Background: an optimization exercise with open tools, aiming at small area. Do not read the settings as production practice.
Function was checked by simulation only, so behaviour that the tests miss may differ from the original.
Power figures rest on the tool's default switching activity, not on a simulated workload.

## flow/design.v (module list and top-level ports; edited modules follow where they fit)
// module sdadc_engine: 749 lines
// module sdadc_hold_bit: 11 lines
// module sdadc_tmo_bit: 7 lines
// module sdadc_ao222: 6 lines
// module sdadc_ld: 7 lines
// module sdadc_ld3: 7 lines
module sdadc_engine (
    input  wire        clk,
    input  wire        rst,           
    input  wire        tick_i,        
    input  wire        cmd_valid,
    input  wire [31:0] cmd_word,
    output wire        cmd_ready,
    output reg         rsp_valid,
    output wire [2:0]  rsp_status,
    output wire [31:0] rsp_value,
    output wire [3:0]  rsp_recn,
    input  wire        reg_wr_en,
    input  wire [2:0]  reg_wr_addr,
    input  wire [31:0] reg_wr_data,
    input  wire [3:0]  reg_rd_addr,
    output wire [31:0] reg_rd_data,
    input  wire        pin_grant,
    output wire        sclk_o,
    output wire        sclk_oe,
    output wire        din_o,
    output wire        din_oe,
    output wire        dout_o,
    output wire        dout_oe,
    input  wire        dout_i
);
  // ...
==> flow/flow/run.sh <==
#!/bin/bash
# Layout flow: the standard flow (standard.sh) with these changes
#  - synthesis maps the logic with an area-oriented ABC script (amap) instead
#    of ORFS's delay-oriented one; the Yosys steps, and so the registers, are
#    the standard synthesis's;
#  - every port still gets a buffer, but a buf_1 instead of the default pick;
#  - the clock tree is built from clkbuf_8 without dummy loads.
# Each make run's full output goes to its own log file here.
set -uo pipefail
here=$(pwd)

# a copy of ORFS's scripts whose only change is the ABC script
rm -rf "$here/scripts_area"
cp -r "$FLOW_HOME/scripts" "$here/scripts_area"
cp "$here/flow/abc_area_map.script" "$here/scripts_area/abc_speed.script"

bash standard.sh SCRIPTS_DIR="$here/scripts_area" synth > "$here/synth.log" 2>&1 || exit 1

export BUFFER_PORTS_ARGS="-buffer_cell sky130_fd_sc_hd__buf_1"
export CTS_ARGS="-sink_clustering_enable -repair_clock_nets -sink_clustering_size 16 -sink_clustering_max_diameter 60 -buf_list sky130_fd_sc_hd__clkbuf_8 -dont_use_dummy_load"
bash standard.sh > "$here/layout.log" 2>&1
==> flow/flow/abc_area_map.script <==
strash
dc2
dch
amap
strash
dch
amap
strash
dch
amap
topo
stime -c
==> flow/standard.sh <==
#!/bin/bash
# synth_recipe.tcl (not shown) runs the flow's synth.tcl, then flattens the netlist and writes it again
# the make line also repeats each setting of config.mk as NAME=value (left out here)
make -C /OpenROAD-flow-scripts/flow DESIGN_CONFIG=/design/flow/config.mk WORK_HOME=/design/flow/orfs CLKGATE_MAP_FILE= SYNTH_SCRIPT=/design/flow/synth_recipe.tcl "${@:-finish}"
==> flow/config.mk <==
export PLATFORM = sky130hd
export DESIGN_NAME = sdadc_engine
export DESIGN_NICKNAME = sdadc_engine
export VERILOG_FILES = /design/flow/design.v
export SDC_FILE = /design/flow/constraint.sdc
export NUM_CORES = 4
export LEC_CHECK = 0
export CAP_MARGIN = 0
export CORE_MARGIN = 2
export CORE_UTILIZATION = 40
export SLEW_MARGIN = 0
export SYNTH_HIERARCHICAL = 1
export SYNTH_MINIMUM_KEEP_SIZE = 0
==> flow/constraint.sdc <==
create_clock -name core_clock -period 10.0 [get_ports {clk}]
set_input_delay 2.0000 -clock core_clock [delete_from_list [all_inputs] [get_ports {clk}]]
set_output_delay 2.0000 -clock core_clock [all_outputs]
set_load 0.01 [all_outputs]
==> impl_metrics.py, run 1 <==
metrics = {
    "outcome": {
        "status": "complete, no violations",
    },
    "worst_hold_path": {
        "whs_endpoint": "shift_q[23]$_DFF_P_",
    },
    "sta": {
        "whs_ns": 0.4778,
        "setup_viol": 0,
    },
    "setup_path": {
        "timing.critical_path.mode_cell": "buf_1",
        "reg2reg_to": "result_q[20]$_DFF_P_",
    },
    "power": {
        "p_seq_mw": 2.74,
        "clock_power_share": 0.184,
        "p_int_mw": 3.394,
        "pwr-share-seq": 0.486,
        "total_power_mw": 5.641,
        "p_comb_frac": 0.330,
    },
    "logic_synthesis": {
        "synthXorXnorAreaFrac": 0.0008502,
        "synthAdderAreaFrac": 0.07992,
        "synthTopCellsByArea": "dfxtp_1, a22o_1, a222oi_1",
    },
    "place": {
        "port_buffers": 156,
        "dp_slack_ns": 3.563,
    },
    "final_layout": {
        "drive_gt1_frac": 0.05280,
        "largest_register_ffs": 64,
        "top_register": "now_q",
        "nNonClkInverters": 121,
    },
    "detailed_routing": {
        "top_layer": "met5",
        "drt_first_iter_violations": 3519,
    },
    "clocking": {
        "clock_sinks": 482,
    },
    "global_routing": {
        "busiest_layer": "met2",
        "gr-usage-met1": 0.3863,
    },
    "floorplanning": {
        "die_h_um": 231.0,
        "start_util": 0.4032,
    },
}
==> inputs of run 2 (changes only) <==
--- a/flow/config.mk
+++ b/flow/config.mk
@@ -5,9 +5,9 @@
 export SDC_FILE = /design/flow/constraint.sdc
 export NUM_CORES = 4
 export LEC_CHECK = 0
-export CAP_MARGIN = 0
+export CAP_MARGIN = 20
 export CORE_MARGIN = 2
 export CORE_UTILIZATION = 40
-export SLEW_MARGIN = 0
+export SLEW_MARGIN = 20
 export SYNTH_HIERARCHICAL = 1
 export SYNTH_MINIMUM_KEEP_SIZE = 0
==> run 2 against run 1 <==
Net effect:
- setup slack gained 0.014 ns
- final cell count is the same
- sequential share of layout area is essentially flat
- utilization is essentially flat
- maximum frequency grew 0.23%
- largest cell class unchanged
- critical path type unchanged
- cell area is essentially flat
- combinational power is essentially flat
==> impl_metrics.py, run 2 <==
metrics = {
    "outcome": {
        "status": "complete, no violations",
    },
    "clocking": {
        "clkLatencyLatePin_ns": 0.68,
        "cts-root-buf": "clkbuf_8",
        "cts_resized": 0,
        "htreeDepth": 2,
        "numCtsBuffers": 43,
        "hold_buffers": 0,
        "cts_buffer_depth": 3,
        "cts_setup_buffers": 0,
        "tritoncts": "done",
        "clkSlewWorstSetupHoldPaths_ns": 0.06,
        "clock_sinks": 482,
    },
    "sta": {
        "slew_headroom": 0.2250,
        "min_period_ns": 6.328,
        "setup_viol": 0,
        "fmaxAchievable_ghz": 0.1580,
        "finClkSkew_ns": 0.1024,
        "fin_crit_sh": 0.6328,
        "hold_violations": 0,
        "tightest_slew_ns": 1.155,
        "slew_violations": 0,
        "rsz0062_at_grt": "false",
        "final.setup.tns_ns": 0,
    },
    "detailed_routing": {
        "detail_route.first_pass.iterations": 13,
        "drt-wirelength-per-cell_um": 28.97,
        "top_layer": "met5",
        "wl_met2_um": 38020,
        "viasPerCell": 6.749,
        "drc_errors": 0,
        "wirelength_met1_um": 32230,
        "drt_first_iter_violations": 3436,
        "via_count": 19440,
        "wl_met3_um": 8857,
        "routed_wl_um": 83430,
        "ant_nets": 0,
    },
    "logic_synthesis": {
        "ys_types": 49,
        "synth-async-reset-ratio": 0,
        "ys_seq_area_frac": 0.4722,
        "synth_area_um2": 20600,
        "synth-main-ff-cell": "dfxtp_1",
        "synth_top_area_share": 0.4606,
        "syn_avg_cell_area_um2": 10.47,
        "yosys.area.top_type": "dfxtp_1",
        "synth_nets": 2176,
        "synth-seq-cells": 482,
        "yosys.cell_count.top_type": "dfxtp_1",
        "synthTopCellsByArea": "dfxtp_1, a22o_1, a222oi_1",
        "synth_edf_count": 8,
        "yosys_warnings": 7,
        "synthCells": 1967,
        "synth_common_cells": "dfxtp_1, a22o_1, a222oi_1",
    },
    "floorplanning": {
        "start_util": 0.4032,
        "rows": 83,
        "die_area_um2": 53340,
        "coreArea_um2": 51090,
        "die_w_um": 231.0,
        "die_h_um": 231.0,
        "pin_count": 157,
    },
    "power": {
        "power.density_nw_per_um2": 245.0,
        "clock_power_share": 0.184,
        "p_int_mw": 3.394,
        "sw_frac_of_total": 0.3986,
        "ir_drop_mv": 0.2785,
        "p_leak_nw": 8.877,
        "pwr-share-seq": 0.485,
        "p_comb_frac": 0.331,
        "power_switching_mw": 2.250,
    },
    "final_layout": {
        "drive_gt1_frac": 0.05371,
        "top_register": "now_q",
        "syn_to_final_growth_pct": 11.80,
        "layout_commonest_cell": "dfxtp_1",
        "layout_common_cells": "dfxtp_1, a22o_1, a222oi_1, buf_1, nor2_1",
        "largest_register_ffs": 64,
        "fin_cells": 2880,
        "fin_nets": 2408,
    },
    "setup_path": {
        "cp_cell_sequence": "buf_1 > clkinv_1 > nand2_1 > nor3_2 > buf_4 > a222oi_1 > nand2_1 > a21oi_1 > nand3_1 > buf_1",
        "max_stage_delay_ns": 0.45,
        "arrival_ns": 4.33,
        "end_kind": "output port",
        "cp.required_ns": 8.00,
        "crit_family": "buffers and inverters",
        "crit_type": "input port to output port",
        "cp_max_fo": 32,
        "crit_path_start_kind": "input port",
        "crit_path_top_delay_cell": "a222oi_1",
        "crit_buf_inv": 4,
    },
    "place": {
        "dp_hpwl_um": 55500,
        "place.gp.congestion": 0.9229,
        "port_buffers": 156,
        "dp_cells": 2834,
    },
    "global_routing": {
        "grt_max_degree": 73,
        "grt_first_pass_wirelength_um": 121600,
        "grt_pass1_vias": 18730,
        "track_usage": 0.3039,
        "antenna_found_initial": 5,
        "globalRouteOverflowTotal": 0,
    },
    "run": {
        "max-cap-violations": 0,
    },
    "worst_hold_path": {
        "min_path_type": "flip-flop to flip-flop",
    },
}
-- run 2: final timing paths --
| kind | cells after the start | from | to | slack [ns] |
|---|---|---|---|---|
| min reg2reg | 1 | shift_q[23]$_DFF_P_ | shift_q[23]$_DFF_P_ | 0.48 |
| min | 1 | shift_q[23]$_DFF_P_ | shift_q[23]$_DFF_P_ | 0.48 |
| max | 10 | reg_rd_addr[3] | reg_rd_data[8] | 3.67 |
| max reg2reg | 16 | phase[1]$_SDFFE_PP0P_ | result_q[20]$_DFF_P_ | 4.92 |
-- run 2: per-module statistics from Yosys, one instance, submodules excluded, a selection --
module	cells inside	cell area (um2)	flip-flops and latches	copies in the design
sdadc_engine	1277	14470	482	1
sdadc_hold_bit	4	40.04	0	32
sdadc_tmo_bit	3	21.27	0	32
sdadc_ao222	1	10.01	0	119
-- run 2: routing by layer --
| metal | GRT usage | up-vias |
|---|---|---|
| met4 | 0.1458 | 2 |
| met3 | 0.06164 | 288 |
| met5 | 0 | - |
| li1 | - | 8478 |
| met2 | 0.4924 | 1226 |
| met1 | 0.3863 | 9442 |
-- run 2: metrics by stage --
stage	hold slack, ns	setup WS, ns	area, um2	power, mW	utilization
6_report	0.4780	3.672	23030	5.643	0.4508
5_1_grt	0.5089	3.553	23030	5.892	0.4507
2_1_floorplan	0.4335	1.015	20600	3.775	-
3_5_place_dp	0.4668	3.563	22420	4.587	0.4389
3_3_place_gp	0.4589	3.586	22420	4.562	0.4389
4_1_cts	0.4855	3.819	23020	5.604	0.4505
-- run 2: power groups by stage --
stage	sequential (mW)	combinational (mW)	clock [mW]
after detailed placement	2.76	1.83	0
after global routing	2.77	2.00	1.12
final	2.74	1.87	1.04
after CTS	2.72	1.83	1.05
after global placement	2.76	1.80	0
after floorplan	2.57	1.20	0
-- run 2: area by class of cell --
type	instances	area, um2
diodes	3	7.507
clock buffers	43	591.8
fillers	4980	28060
inverters	121	454.2
multi-input cells	1355	10510
flip-flops and latches	482	9729
well taps	680	850.8
repair buffers	196	889.6
-- run 2: worst reg2reg max path: cells and delay by family, from the launching register on --
family / cells / cell delay, ns
flip-flops: 1 / 0.45
buffers and inverters: 5 / 2.17
AND/OR/NAND/NOR: 7 / 1.39
AO/OA/AOI/OAI: 4 / 0.97
-- run 2: cell families after synthesis --
kind of cell	share of synthesized area
xor gates and xnor gates	0.0008504
and+or+nand+nor	0.1257
adders and majority gates	0.07992
buffers and inverters	0.02532
AOI/OAI and AO/OA	0.2960
DFF	0.4722
==> inputs of run 3 (changes only) <==
--- a/flow/config.mk
+++ b/flow/config.mk
@@ -7,7 +7,8 @@
 export LEC_CHECK = 0
 export CAP_MARGIN = 20
 export CORE_MARGIN = 2
-export CORE_UTILIZATION = 40
+export CORE_UTILIZATION = 65
+export PLACE_DENSITY = 0.75
 export SLEW_MARGIN = 20
 export SYNTH_HIERARCHICAL = 1
 export SYNTH_MINIMUM_KEEP_SIZE = 0
==> run 3 against run 2 <==
Net effect:
- combinational power grew 3%
- via count grew 4.3%
- total power fell by 0.33%
- critical path depth decreased by 1
- non-clock buffer count is 5 higher
- register-to-register slack lost 0.09 ns
- maximum frequency is 1.7% higher
==> impl_metrics.py, run 3 <==
metrics = {
    "logic_synthesis": {
        "synth-main-ff-cell": "dfxtp_1",
        "synth_nets": 2176,
        "yosys.cell_count.top_type": "dfxtp_1",
        "yosys.area.top_type": "dfxtp_1",
        "synth_top_area_share": 0.4606,
        "ys_seq_area_frac": 0.4722,
        "synth_edf_count": 8,
        "synth-seq-cells": 482,
        "synthTopCellsByArea": "dfxtp_1, a22o_1, a222oi_1",
        "syn_avg_cell_area_um2": 10.47,
        "synth_common_cells": "dfxtp_1, a22o_1, a222oi_1",
        "yosys_warnings": 7,
        "synthCells": 1967,
        "synth-async-reset-ratio": 0,
        "synth_area_um2": 20600,
        "ys_types": 49,
    },
    "setup_path": {
        "r2r_setup_slack_ns": 4.83,
        "startpoint": "reg_rd_addr[3]",
        "arrival_ns": 4.22,
        "reg2regPathDepth": 15,
        "end_kind": "output port",
        "cp_max_fo": 32,
        "cp.required_ns": 8.00,
        "crit_path_start_kind": "input port",
        "r2r_start": "phase[1]$_SDFFE_PP0P_",
        "crit_type": "input port to output port",
        "reg2reg_to": "result_q[8]$_DFF_P_",
        "critPathCapture": "reg_rd_data[3]",
    },
    "sta": {
        "rsz0062_at_grt": "false",
        "whs_ns": 0.4817,
        "min_period_ns": 6.225,
        "slew_violations": 0,
        "slew_headroom": 0.1973,
        "finClkSkew_ns": 0.07620,
        "hold_violations": 0,
        "final.setup.tns_ns": 0,
        "tightest_slew_ns": 1.197,
        "fmaxAchievable_ghz": 0.1607,
        "fin_crit_sh": 0.6225,
        "setup_viol": 0,
    },
    "final_layout": {
        "largest_register_ffs": 64,
        "diodes": 0,
        "layout_common_cells": "dfxtp_1, a22o_1, a222oi_1, buf_1, nor2_1",
        "top_register": "now_q",
        "fillers": 2409,
        "fin_nets": 2410,
        "syn_to_final_growth_pct": 9.972,
        "fin_util": 0.7217,
        "layout_commonest_cell": "dfxtp_1",
        "drive_gt1_frac": 0.05321,
    },
    "global_routing": {
        "grt_pass1_vias": 19760,
        "antenna_found_initial": 1,
        "grt_first_pass_wirelength_um": 117800,
        "globalRouteOverflowTotal": 0,
        "grt_max_degree": 70,
        "track_usage": 0.4659,
    },
    "outcome": {
        "status": "complete, no violations",
    },
    "run": {
        "max-cap-violations": 0,
    },
    "detailed_routing": {
        "drc_errors": 0,
        "detail_route.first_pass.iterations": 12,
        "viasPerCell": 7.794,
        "routed_wl_um": 79000,
        "via_count": 20270,
        "drt-wirelength-per-cell_um": 30.37,
        "ant_nets": 0,
        "drt_first_iter_violations": 3894,
    },
    "place": {
        "port_buffers": 156,
        "place.gp.congestion": 0.9884,
        "dp_hpwl_um": 52080,
    },
    "clocking": {
        "clkLatencyLatePin_ns": 0.63,
        "clock_sinks": 482,
        "cts_setup_buffers": 0,
        "cts_buffer_depth": 3,
        "htreeDepth": 2,
        "hold_buffers": 0,
        "numCtsBuffers": 40,
        "clkSlewWorstSetupHoldPaths_ns": 0.10,
        "cts_resized": 0,
        "cts-root-buf": "clkbuf_8",
        "tritoncts": "done",
    },
    "power": {
        "power.density_nw_per_um2": 248.3,
        "ir_drop_mv": 0.1992,
        "p_leak_nw": 8.869,
    },
    "worst_hold_path": {
        "min_path_type": "flip-flop to flip-flop",
        "hp-start": "cr_timeout[4]$_DFF_P_",
    },
    "floorplanning": {
        "coreArea_um2": 31390,
        "rows": 65,
        "start_util": 0.6563,
        "pin_count": 157,
        "die_w_um": 182.0,
        "die_h_um": 182.0,
        "die_area_um2": 33140,
    },
}
-- run 3: power by group --
part           internal, mW  switching, mW  leakage, nW
Sequential             2.32          0.405         4.00
Combinational         0.688           1.23         4.58
Clock                 0.359          0.621        0.288
-- run 3: cells by family (layout without fill, tap and decap cells) --
| group | count (synthesis) | count (layout) | share of synthesized area |
|---|---|---|---|
| XOR/XNOR | 2 | 2 | 0.0008504 |
| flip-flops | 482 | 482 | 0.4722 |
| AO/OA/AOI/OAI | 716 | 716 | 0.2960 |
| buffers and inverters | 130 | 362 | 0.02532 |
| AND/OR/NAND/NOR | 506 | 506 | 0.1257 |
| adder cells (fa/ha/maj) | 131 | 131 | 0.07992 |
-- run 3: worst min-delay path by stage --
stage	cells after the start	to
3_5_place_dp	1	shift_q[23]$_DFF_P_
6_report	1	tmon_q[4]$_DFF_P_
5_1_grt	1	tmon_q[3]$_DFF_P_
2_1_floorplan	1	now_q[63]$_SDFF_PP0_
3_3_place_gp	1	lastop_q[3]$_DFF_P_
4_1_cts	1	tmon_q[4]$_DFF_P_
-- run 3: critical path, cell delays in order --
cell and delay [ns]:
buf_1 0.28, clkinv_1 0.22, nand2_1 0.24, nor2_2 0.04
buf_4 0.30, a222oi_1 0.51, nand4_1 0.17, a221o_1 0.32
buf_1 0.14
-- run 3: per-module statistics from Yosys, one instance, submodules excluded, excerpt --
module | cell area, um2 | times used | cells | flip-flops and latches
sdadc_tmo_bit | 21.27 | 32 | 3 | 0
sdadc_ao222 | 10.01 | 119 | 1 | 0
sdadc_engine | 14470 | 1 | 1277 | 482
sdadc_hold_bit | 40.04 | 32 | 4 | 0
-- run 3: layer usage --
layer	vias up	routed length, um	global-route usage
li1	8459	-	-
met1	9396	27200	0.5774
met2	1911	33560	0.7108
met3	504	11990	0.1324
met4	2	6238	0.3058
met5	-	9	0.004444
-- run 3: metrics by stage --
stage          std cells  setup WS [ns]  power, mW  area (um2)
6_report            2601          3.775      5.625       22660
5_1_grt             2601          3.654      5.808       22660
4_1_cts             2601          3.860      5.501       22650
3_5_place_dp        2561          3.680      4.564       22100
3_3_place_gp        2561          3.746      4.514       22090
2_1_floorplan       1967          1.015      3.775       20600
-- run 3: area by class of cell --
type | count | area, um2 | area share
multi-input combinational | 1355 | 10490 | 0.4631
inverter | 121 | 454.2 | 0.02005
clock buffer | 40 | 550.5 | 0.02430
sequential | 482 | 9729 | 0.4294
tap | 402 | 503.0 | 0.02220
timing repair buffer | 201 | 927.1 | 0.04092
==> inputs of run 4 (changes only) <==
--- a/flow/flow/run.sh
+++ b/flow/flow/run.sh
@@ -17,5 +17,5 @@
 bash standard.sh SCRIPTS_DIR="$here/scripts_area" synth > "$here/synth.log" 2>&1 || exit 1
 
 export BUFFER_PORTS_ARGS="-buffer_cell sky130_fd_sc_hd__buf_1"
-export CTS_ARGS="-sink_clustering_enable -repair_clock_nets -sink_clustering_size 16 -sink_clustering_max_diameter 60 -buf_list sky130_fd_sc_hd__clkbuf_8 -dont_use_dummy_load"
+export CTS_ARGS="-sink_clustering_enable -repair_clock_nets -sink_clustering_size 10 -sink_clustering_max_diameter 40 -buf_list sky130_fd_sc_hd__clkbuf_4 -dont_use_dummy_load"
 bash standard.sh > "$here/layout.log" 2>&1
--- a/flow/config.mk
+++ b/flow/config.mk
@@ -7,8 +7,7 @@
 export LEC_CHECK = 0
 export CAP_MARGIN = 20
 export CORE_MARGIN = 2
-export CORE_UTILIZATION = 65
-export PLACE_DENSITY = 0.75
+export CORE_UTILIZATION = 40
 export SLEW_MARGIN = 20
 export SYNTH_HIERARCHICAL = 1
 export SYNTH_MINIMUM_KEEP_SIZE = 0
==> run 4 against run 3 <==
Net effect:
- sequential cell count unchanged
- cell area increased by 1.5%
- global-route usage decreased by 16 points
- sequential power about the same
- largest cell class unchanged
- clock-buffer cell count increased by 35
- clock power increased by 4%
- maximum frequency decreased by 0.46%
- critical endpoint is now reg_rd_data[8]
- clock skew increased by 0.033 ns
- hold slack got worse by 0.012 ns
- still clean
- setup slack got worse by 0.029 ns
==> impl_metrics.py, run 4 <==
metrics = {
    "logic_synthesis": {
        "ys_types": 49,
        "synth_top_area_share": 0.4606,
        "synth-seq-cells": 482,
        "synth_common_cells": "dfxtp_1, a22o_1, a222oi_1",
        "synthCells": 1967,
        "yosys.cell_count.top_type": "dfxtp_1",
        "yosys_warnings": 7,
        "yosys.area.top_type": "dfxtp_1",
        "synth-async-reset-ratio": 0,
        "synth-main-ff-cell": "dfxtp_1",
        "synth_nets": 2176,
        "synthTopCellsByArea": "dfxtp_1, a22o_1, a222oi_1",
        "syn_avg_cell_area_um2": 10.47,
        "synth_area_um2": 20600,
        "ys_seq_area_frac": 0.4722,
        "synth_edf_count": 8,
    },
    "detailed_routing": {
        "detail_route.first_pass.iterations": 13,
        "drt_first_iter_violations": 3326,
        "drc_errors": 0,
        "viasPerCell": 6.825,
        "routed_wl_um": 83940,
        "ant_nets": 0,
        "drt-wirelength-per-cell_um": 28.84,
        "via_count": 19870,
    },
    "global_routing": {
        "grt_max_degree": 73,
        "grt_first_pass_wirelength_um": 122500,
        "globalRouteOverflowTotal": 0,
        "track_usage": 0.3064,
        "grt_pass1_vias": 19040,
        "antenna_found_initial": 6,
    },
    "power": {
        "total_power_mw": 5.626,
        "p_leak_nw": 8.913,
        "power.density_nw_per_um2": 244.6,
        "ir_drop_mv": 0.2786,
    },
    "setup_path": {
        "max_stage_delay_ns": 0.44,
        "r2r_setup_slack_ns": 4.84,
        "crit_path_start_kind": "input port",
        "arrival_ns": 4.25,
        "crit_path_top_delay_cell": "a222oi_1",
        "cp_max_fo": 32,
        "reg2regPathDepth": 16,
        "cp_cell_sequence": "buf_1 > clkinv_1 > nand2_1 > nor3_2 > buf_4 > a222oi_1 > nand2_1 > a21oi_1 > nand3_1 > buf_1",
        "r2r_start": "phase[1]$_SDFFE_PP0P_",
        "reg2reg_to": "result_q[22]$_DFF_P_",
        "crit_family": "buffers and inverters",
        "crit_type": "input port to output port",
        "end_kind": "output port",
        "cp.required_ns": 8.00,
        "crit_buf_inv": 4,
    },
    "final_layout": {
        "largest_register_ffs": 64,
        "layout_common_cells": "dfxtp_1, a22o_1, a222oi_1, buf_1, nor2_1",
        "layout_commonest_cell": "dfxtp_1",
        "fillers": 4975,
        "fin_util": 0.4502,
        "regArea_um2": 9729,
        "fin_cells": 2911,
        "multi_input_area_um2": 10510,
        "syn_to_final_growth_pct": 11.65,
        "fin_nets": 2440,
        "drive_gt1_frac": 0.06729,
        "top_register": "now_q",
    },
    "floorplanning": {
        "die_w_um": 231.0,
        "pin_count": 157,
        "rows": 83,
        "start_util": 0.4032,
        "die_area_um2": 53340,
        "die_h_um": 231.0,
        "coreArea_um2": 51090,
    },
    "sta": {
        "fin_crit_sh": 0.6253,
        "finClkSkew_ns": 0.1097,
        "min_period_ns": 6.253,
        "slew_violations": 0,
        "fmaxAchievable_ghz": 0.1599,
        "slew_headroom": 0.2281,
        "setup_viol": 0,
        "tightest_slew_ns": 1.151,
        "rsz0062_at_grt": "false",
        "hold_violations": 0,
        "whs_ns": 0.4701,
        "final.setup.tns_ns": 0,
    },
    "clocking": {
        "clkLatencyLatePin_ns": 0.85,
        "htreeDepth": 3,
        "cts_resized": 0,
        "cts-root-buf": "clkbuf_4",
        "cts_setup_buffers": 0,
        "clock_sinks": 482,
        "cts_buffer_depth": 3,
        "clkSlewWorstSetupHoldPaths_ns": 0.11,
        "hold_buffers": 0,
        "tritoncts": "done",
        "numCtsBuffers": 75,
    },
    "place": {
        "dp_hpwl_um": 55500,
        "port_buffers": 156,
        "place.gp.congestion": 0.9229,
        "dp_cells": 2834,
    },
    "worst_hold_path": {
        "whs_endpoint": "tmon_q[26]$_DFF_P_",
        "hold_path_depth": 1,
        "min_path_type": "flip-flop to flip-flop",
        "hp-start": "cr_timeout[26]$_DFF_P_",
    },
    "run": {
        "max-cap-violations": 0,
    },
    "outcome": {
        "status": "complete, no violations",
    },
}
## run 4: power by group
group / internal, mW / switching [mW]
Sequential: 2.32 / 0.415
Clock: 0.344 / 0.675
Combinational: 0.687 / 1.18
## run 4: final cells by class
cell class | instances | area share
sequential | 482 | 0.4230
clock buffer | 75 | 0.02448
tap | 680 | 0.03699
antenna | 2 | 0.0002176
timing repair buffer | 196 | 0.03867
inverter | 121 | 0.01975
multi-input combinational | 1355 | 0.4569
## run 4: layer usage
| metal | wire, um | track usage | part of all wire | vias up |
|---|---|---|---|---|
| met3 | 9297 | 0.06583 | 0.11 | 306 |
| met4 | 4416 | 0.1536 | 0.053 | 4 |
| met1 | 32290 | 0.3902 | 0.38 | 9647 |
| li1 | - | - | - | 8571 |
| met5 | 33 | 0 | 0.00039 | - |
| met2 | 37900 | 0.4898 | 0.45 | 1339 |
## run 4: per-stage QoR
stage          setup WS (ns)  cell area, um2
4_1_cts                3.819           22990
6_report               3.747           23000
3_5_place_dp           3.563           22420
2_1_floorplan          1.015           20600
5_1_grt                3.570           23000
3_3_place_gp           3.586           22420
## run 4: Yosys stat by module, one instance, submodules excluded, a selection
module          cell area (um2)  cells inside
sdadc_ao222               10.01             1
sdadc_engine              14470          1277
sdadc_hold_bit            40.04             4
sdadc_tmo_bit             21.27             3
## run 4: kinds of logic (layout without fill, tap and decap cells)
| kind of cell | Yosys count | after routing | share of synthesized area |
|---|---|---|---|
| simple gates | 506 | 506 | 0.1257 |
| buf+inv | 130 | 392 | 0.02532 |
| other cells | 0 | 2 | 0 |
| flops | 482 | 482 | 0.4722 |
| xor+xnor | 2 | 2 | 0.0008504 |
| fa+ha+maj | 131 | 131 | 0.07992 |
| compound gates | 716 | 716 | 0.2960 |
## run 4: worst max-delay path by stage
stage                                from  slack (ns)                    to  cells past startpoint
floorplan           phase[2]$_SDFFE_PP0P_        1.02  result_q[22]$_DFF_P_                     14
global placement                   tick_i        3.59  now_q[62]$_SDFF_PP0_                     18
detailed placement                 tick_i        3.56  now_q[63]$_SDFF_PP0_                     19
CTS                        reg_rd_addr[3]        3.82        reg_rd_data[6]                      8
global route               reg_rd_addr[3]        3.57        reg_rd_data[8]                     10
finish                     reg_rd_addr[3]        3.75        reg_rd_data[8]                     10
==> inputs of run 5 (changes only) <==
--- a/flow/flow/run.sh
+++ b/flow/flow/run.sh
@@ -17,5 +17,5 @@
 bash standard.sh SCRIPTS_DIR="$here/scripts_area" synth > "$here/synth.log" 2>&1 || exit 1
 
 export BUFFER_PORTS_ARGS="-buffer_cell sky130_fd_sc_hd__buf_1"
-export CTS_ARGS="-sink_clustering_enable -repair_clock_nets -sink_clustering_size 10 -sink_clustering_max_diameter 40 -buf_list sky130_fd_sc_hd__clkbuf_4 -dont_use_dummy_load"
+export CTS_ARGS="-sink_clustering_enable -repair_clock_nets -sink_clustering_size 28 -sink_clustering_max_diameter 70 -buf_list sky130_fd_sc_hd__clkbuf_16 -dont_use_dummy_load"
 bash standard.sh > "$here/layout.log" 2>&1
==> run 5 against run 4 <==
Net effect:
- total power grew 2.9%
- synthesized cell count is the same
- critical path depth is the same
- cell area grew 0.85%
- sequential cell count is the same
- final cell count shrank 1.4%
==> impl_metrics.py, run 5 <==
metrics = {
    "logic_synthesis": {
        "synthTopCellsByArea": "dfxtp_1, a22o_1, a222oi_1",
        "synth_area_um2": 20600,
        "ys_types": 49,
        "yosys.cell_count.top_type": "dfxtp_1",
        "synth_edf_count": 8,
        "synth-seq-cells": 482,
        "synth_common_cells": "dfxtp_1, a22o_1, a222oi_1",
        "ys_seq_area_frac": 0.4722,
        "yosys.area.top_type": "dfxtp_1",
        "synthCells": 1967,
        "synth-main-ff-cell": "dfxtp_1",
        "synth_top_area_share": 0.4606,
        "syn_avg_cell_area_um2": 10.47,
        "synth-async-reset-ratio": 0,
        "synth_nets": 2176,
        "yosys_warnings": 7,
    },
    "sta": {
        "slew_headroom": 0.2307,
        "tightest_slew_ns": 1.147,
        "fin_crit_sh": 0.6230,
        "finClkSkew_ns": 0.05005,
        "setup_viol": 0,
        "final.setup.tns_ns": 0,
        "fmaxAchievable_ghz": 0.1605,
        "slew_violations": 0,
        "whs_ns": 0.4795,
        "hold_violations": 0,
        "min_period_ns": 6.230,
        "setup_ws_ns": 3.770,
        "rsz0062_at_grt": "false",
    },
    "power": {
        "pwr-share-seq": 0.473,
        "p_leak_nw": 8.938,
        "ir_drop_mv": 0.2891,
        "sw_frac_of_total": 0.3888,
        "power_switching_mw": 2.250,
        "total_power_mw": 5.787,
        "p_comb_frac": 0.323,
        "power.density_nw_per_um2": 249.5,
        "p_int_mw": 3.537,
        "clock_power_share": 0.204,
    },
    "outcome": {
        "status": "complete, no violations",
    },
    "setup_path": {
        "end_kind": "output port",
        "max_stage_delay_ns": 0.42,
        "crit_path_top_delay_cell": "a222oi_1",
        "cp_max_fo": 32,
        "r2r_start": "phase[1]$_SDFFE_PP0P_",
        "cp_cell_sequence": "buf_1 > clkinv_1 > nand2_1 > nor3_2 > buf_4 > a222oi_1 > nand2_1 > a21oi_1 > nand3_1 > buf_1",
        "startpoint": "reg_rd_addr[3]",
        "crit_path_start_kind": "input port",
        "crit_type": "input port to output port",
        "cp.required_ns": 8.00,
        "arrival_ns": 4.23,
    },
    "final_layout": {
        "regArea_um2": 9729,
        "largest_register_ffs": 64,
        "top_register": "now_q",
        "layout_common_cells": "dfxtp_1, a22o_1, a222oi_1, buf_1, nor2_1",
        "fillers": 4934,
        "layout_commonest_cell": "dfxtp_1",
        "fin_nets": 2395,
        "multi_input_area_um2": 10510,
        "syn_to_final_growth_pct": 12.60,
        "drive_gt1_frac": 0.04808,
        "fin_util": 0.4540,
    },
    "floorplanning": {
        "die_w_um": 231.0,
        "die_area_um2": 53340,
        "coreArea_um2": 51090,
        "die_h_um": 231.0,
        "pin_count": 157,
        "start_util": 0.4032,
        "rows": 83,
    },
    "clocking": {
        "cts_setup_buffers": 0,
        "numCtsBuffers": 30,
        "cts_buffer_depth": 3,
        "cts-root-buf": "clkbuf_16",
        "clkLatencyLatePin_ns": 0.62,
        "clock_sinks": 482,
        "clkSlewWorstSetupHoldPaths_ns": 0.08,
        "tritoncts": "done",
        "cts_resized": 0,
        "hold_buffers": 0,
        "htreeDepth": 1,
    },
    "global_routing": {
        "grt_pass1_vias": 18700,
        "antenna_found_initial": 5,
        "grt_first_pass_wirelength_um": 121100,
        "grt_max_degree": 73,
        "track_usage": 0.3008,
        "globalRouteOverflowTotal": 0,
    },
    "worst_hold_path": {
        "hp-start": "op_q[7]$_DFF_P_",
        "min_path_type": "flip-flop to flip-flop",
    },
    "place": {
        "port_buffers": 156,
        "dp_hpwl_um": 55500,
        "dp_slack_ns": 3.563,
        "place.gp.congestion": 0.9229,
    },
    "detailed_routing": {
        "viasPerCell": 6.763,
        "drt-wirelength-per-cell_um": 28.93,
        "detail_route.first_pass.iterations": 11,
        "drt_first_iter_violations": 3204,
        "routed_wl_um": 83010,
        "drc_errors": 0,
        "ant_nets": 0,
        "via_count": 19400,
    },
    "run": {
        "max-cap-violations": 0,
    },
}
[run 5: cell counts after synthesis]
Identical to the previous run, type by type.
[run 5: layout make-up]
cell class / count / area share
Multi-Input combinational cell: 1355 / 0.4531
Timing Repair Buffer: 196 / 0.03835
Clock buffer: 30 / 0.03236
Sequential cell: 482 / 0.4194
Tap cell: 680 / 0.03668
Antenna cell: 5 / 0.0005394
Inverter: 121 / 0.01958
[run 5: power by group through the flow]
| stage | Combinational [mW] | Clock (mW) | Sequential [mW] |
|---|---|---|---|
| after detailed placement | 1.83 | 0 | 2.76 |
| after floorplan | 1.20 | 0 | 2.57 |
| final | 1.87 | 1.18 | 2.74 |
| after CTS | 1.83 | 1.19 | 2.72 |
| after global placement | 1.80 | 0 | 2.76 |
| after global routing | 2.00 | 1.26 | 2.77 |
[run 5: Yosys stat by module, one instance, submodules excluded, excerpt]
| module | flip-flops and latches | cells inside |
|---|---|---|
| sdadc_tmo_bit | 0 | 3 |
| sdadc_hold_bit | 0 | 4 |
| sdadc_engine | 482 | 1277 |
| sdadc_ao222 | 0 | 1 |
[run 5: through the flow]
step / cells / cell area (um2)
4_1_cts: 2864 / 23170
6_report: 2869 / 23200
5_1_grt: 2864 / 23180
2_1_floorplan: 1967 / 20600
3_5_place_dp: 2834 / 22420
3_3_place_gp: 2834 / 22420
[run 5: worst paths after layout]
check / endpoint / slack, ns / cells past startpoint
worst max register to register: result_q[22]$_DFF_P_ / 4.86 / 16
worst min register to register: lastop_q[7]$_DFF_P_ / 0.48 / 1
worst min-delay path: lastop_q[7]$_DFF_P_ / 0.48 / 1
worst max-delay path: reg_rd_data[8] / 3.77 / 10
[run 5: worst max-delay path, delay by kind of cell]
family / cells / cell delay, ns
simple gates: 4 / 0.61
compound gates: 2 / 0.58
buf+inv: 4 / 1.02
[run 5: cells by family (layout without fill, tap and decap cells)]
family / Yosys count / count (layout) / synth area share
AND/OR/NAND/NOR: 506 / 506 / 0.1257
adder cells (fa/ha/maj): 131 / 131 / 0.07992
other: 0 / 5 / 0
XOR/XNOR: 2 / 2 / 0.0008504
flip-flops: 482 / 482 / 0.4722
buffers and inverters: 130 / 347 / 0.02532
AO/OA/AOI/OAI: 716 / 716 / 0.2960
[run 5: layer usage]
metal,share of wire,global-route usage,wire (um)
met1,0.39,0.3855,32770
met2,0.46,0.4892,37910
met3,0.10,0.05830,8267
met4,0.048,0.1369,4023
met5,0.00036,0,30

## static timing again, ports no longer ideal
Ports are ideal in the flow. The routed layouts listed here were re-timed in OpenROAD.
Step 1 (the two cells are an assumption about what drives the block):
set clk [get_ports {clk}]
set_driving_cell -lib_cell sky130_fd_sc_hd__clkbuf_16 $clk
set_driving_cell -lib_cell sky130_fd_sc_hd__buf_2 [delete_from_list [all_inputs] $clk]
Step 2 moves the port delays by t, midway between the first and last clock arrival at a register: inputs arrive t later, outputs are due t later. That takes back most of the time a late clock gives input paths.
Three values: ideal, step 1, step 2; two values: the first two.
run	t (ns)	setup slack, ns	latest minus earliest clock arrival (ns)	slew at the worst register clock pin (ns)
run 1	0.686	3.658 / 3.625 / 3.495	0.095 / 0.095	0.10 / 0.10
run 2	0.685	3.672 / 3.639 / 3.510	0.102 / 0.102	0.11 / 0.11
run 3	0.642	3.775 / 3.754 / 3.528	0.076 / 0.076	0.11 / 0.11
run 4	0.856	3.747 / 3.714 / 3.432	0.110 / 0.110	0.12 / 0.12
run 5	0.659	3.770 / 3.736 / 3.557	0.051 / 0.050	0.11 / 0.11
After both steps setup and hold are still met in every run listed. For run 4, which loses most, drivers alone change the setup slack by -0.033 ns; drivers and shift together by -0.315 ns.
